Source: an optimization exercise on an open RTL-to-GDS flow (aim: small area, a short achievable clock period and few clock cycles per item). Production flows keep margins and buffers that such runs may drop. Function was checked by simulation only, so behaviour that the tests miss may differ from the original. No activity file was given, so power comes from the tool's default toggle rates.

## exp/delta
// lzw_enc
module lzw_enc (
    input  wire        clk,
    input  wire        rst,             
    input  wire        in_valid,
    output wire        in_ready,
    input  wire [7:0]  in_data,
    input  wire        in_last,         
    output wire        out_valid,
    input  wire        out_ready,
    output wire [11:0] out_code,
    output wire        out_last,        
    output wire [15:0] out_dict_size    
);
    localparam integer NDYN = 256;       
    reg [8:0] ib0, ib1;                  
    reg       ib0_v, ib1_v;
    reg       in_rdy_q;
    assign in_ready = in_rdy_q;
    wire      in_acc = in_valid && in_rdy_q;
    reg [19:0] oq0, oq1, oq2;            
    reg [1:0]  oq_n;
    reg        oq_v;                     
    wire       oq_pop = oq_v && out_ready;
    assign out_valid     = oq_v;
    assign out_code      = {3'd0, oq0[8:0]};
    assign out_dict_size = {6'd0, oq0[18:9]};
    assign out_last      = oq0[19];
    reg [8:0]  cur;                      
    reg [8:0]  cur_n;                    
    reg [7:0]  b_n;                      
    reg        have_cur;
    reg [8:0]  cnt;                      
    wire       full = cnt[8];
    wire       step = ib0_v && !oq_n[1];
    wire [7:0] b    = ib0[7:0];
    wire       bl   = ib0[8];
    reg [8:0]  ent_p [0:NDYN-1];
    reg [7:0]  ent_b [0:NDYN-1];
    reg  [15:0]  vh_gt, vh_eq, vl_gt;
    wire [255:0] ent_valid;
    genvar g;
    generate
        for (g = 0; g < NDYN; g = g + 1) begin : g_v
            assign ent_valid[g] = vh_gt[g/16] || (vh_eq[g/16] && vl_gt[g%16]);
        end
    endgenerate
    reg [NDYN-1:0] match;
    integer k;
    always @(*) begin
        for (k = 0; k < NDYN; k = k + 1)
            if (k < NDYN/2)
                match[k] = ent_valid[k] && ent_p[k] == cur && ent_b[k] == b;
            else
                match[k] = ent_valid[k] && ent_p[k] == ~cur_n && ent_b[k] == ~b_n;
    end
    reg [15:0] gh;
    reg [3:0]  gi [0:15];
    reg [7:0]  hit_idx;
    integer j, m;
    always @(*) begin
        for (j = 0; j < 16; j = j + 1) begin
  ...
Size in the first run: ~4500 flip-flops, about 190000 um^2 of cells after synthesis.
Settings: LEC_CHECK=0, ABC_CLOCK_PERIOD_IN_PS=3000, CAP_MARGIN=30, CORE_MARGIN=2, CORE_UTILIZATION=40, SLEW_MARGIN=20; clock period 10.0 ns.
standard.sh (not shown) runs the stock make flow with config.mk's settings and CLKGATE_MAP_FILE= SYNTH_SCRIPT=/design/flow/synth_recipe.tcl, a recipe that flattens the netlist after the stock synthesis.
==> flow/flow/run.sh <==
#!/bin/bash
set -o pipefail
bash standard.sh SETUP_SLACK_MARGIN=7.5 TNS_END_PERCENT=5 finish > flow_standard.log 2>&1
Testbench counts of exp/delta, summed over its fixed seeds: cycles 136,094, bytes 136,035.
diff inputs: exp/delta => exp/tundra
==> flow/flow/run.sh <==
#!/bin/bash
set -o pipefail
bash standard.sh SETUP_SLACK_MARGIN=6.5 TNS_END_PERCENT=10 finish > flow_standard.log 2>&1
--- outcome ---
exp/delta → exp/tundra: design area moved down, post-route clock period utilization higher, number of filler cells placed in the layout has remained practically unchanged. The via count reported for exp/tundra is higher than the one for exp/delta. Comparing exp/tundra and exp/delta, the higher setup slack is on exp/delta. Relative to exp/delta, the non-clock buffer count of exp/tundra is lower by about 8%. When the final numbers for exp/tundra and exp/delta were put side by side, the maximum fanout along the worst path turned out to be greater in exp/delta. Power: exp/tundra worse than exp/delta.
Input changes introduced in exp/lagoon (baseline for comparison: exp/tundra):
- CORE_UTILIZATION: 40 -> 35
--- outcome ---
exp/tundra ended with every stage complete and zero timing, DRC or antenna violations.
exp/lagoon did not stop at any stage, and its layout met the timing, DRC and antenna checks.
HPWL after detailed placement: exp/lagoon better than exp/tundra
Looking only at post-layout worst setup margin, and setting everything else aside, the higher value of exp/tundra and exp/lagoon goes to exp/lagoon.
The higher clock network contribution to total cell area of exp/tundra and exp/lagoon is in exp/tundra.
Row final-layout fill cell count: exp/lagoon higher / exp/tundra lower
Setup changes, exp/lagoon to exp/maple
- CORE_UTILIZATION changed from 35 to 40
==> flow/flow/run.sh <==
#!/bin/bash
set -o pipefail
bash standard.sh SETUP_SLACK_MARGIN=7 finish > flow_standard.log 2>&1
--- outcome ---
Where leakage power figure is concerned, exp/lagoon is outperformed by exp/maple. Diff exp/lagoon and exp/maple: floorplan core area lower in exp/maple. Summary: with exp/lagoon as the reference, die extent in x in exp/maple moved down by a few percent. Row first-iteration DRC count: exp/maple higher / exp/lagoon lower. Re pin count of the biggest net entering global routing: exp/lagoon and exp/maple aren't equal, and the lower value belongs to exp/maple. When exp/maple is set beside exp/lagoon, its transition time at the pin with the least slew margin turns out to be 0.042 ns smaller. | maximum clock frequency | lower: exp/maple |.

[separate check: timing with driven ports]
Ports are ideal in the flow. The routed layouts listed here were re-timed in OpenROAD. Step 1: set_driving_cell puts a clkbuf_16 on clk and a buf_2 on each other input, an assumption about the parent block. Step 2 moves the port delays by t, midway between the first and last clock arrival at a register: inputs arrive t later, outputs are due t later. That takes back most of the time a late clock gives input paths. Slacks: ideal / step 1 / step 2; pairs: ideal / step 1.
| run | shift t [ns] | setup WS [ns] | slew at the worst register clock pin (ns) |
|---|---|---|---|
| exp/delta | 1.142 | 5.760 / 5.760 / 5.491 | 0.07 / 0.07 |
| exp/tundra | 1.150 | 5.743 / 5.743 / 5.048 | 0.07 / 0.07 |
| exp/lagoon | 1.180 | 5.823 / 5.823 / 5.254 | 0.07 / 0.07 |
| exp/maple | 1.176 | 5.600 / 5.600 / 5.556 | 0.07 / 0.07 |
After both steps setup and hold are still met in every run listed. For exp/tundra, which loses most, drivers alone change the setup slack by 0.000 ns; drivers and shift together by -0.695 ns.
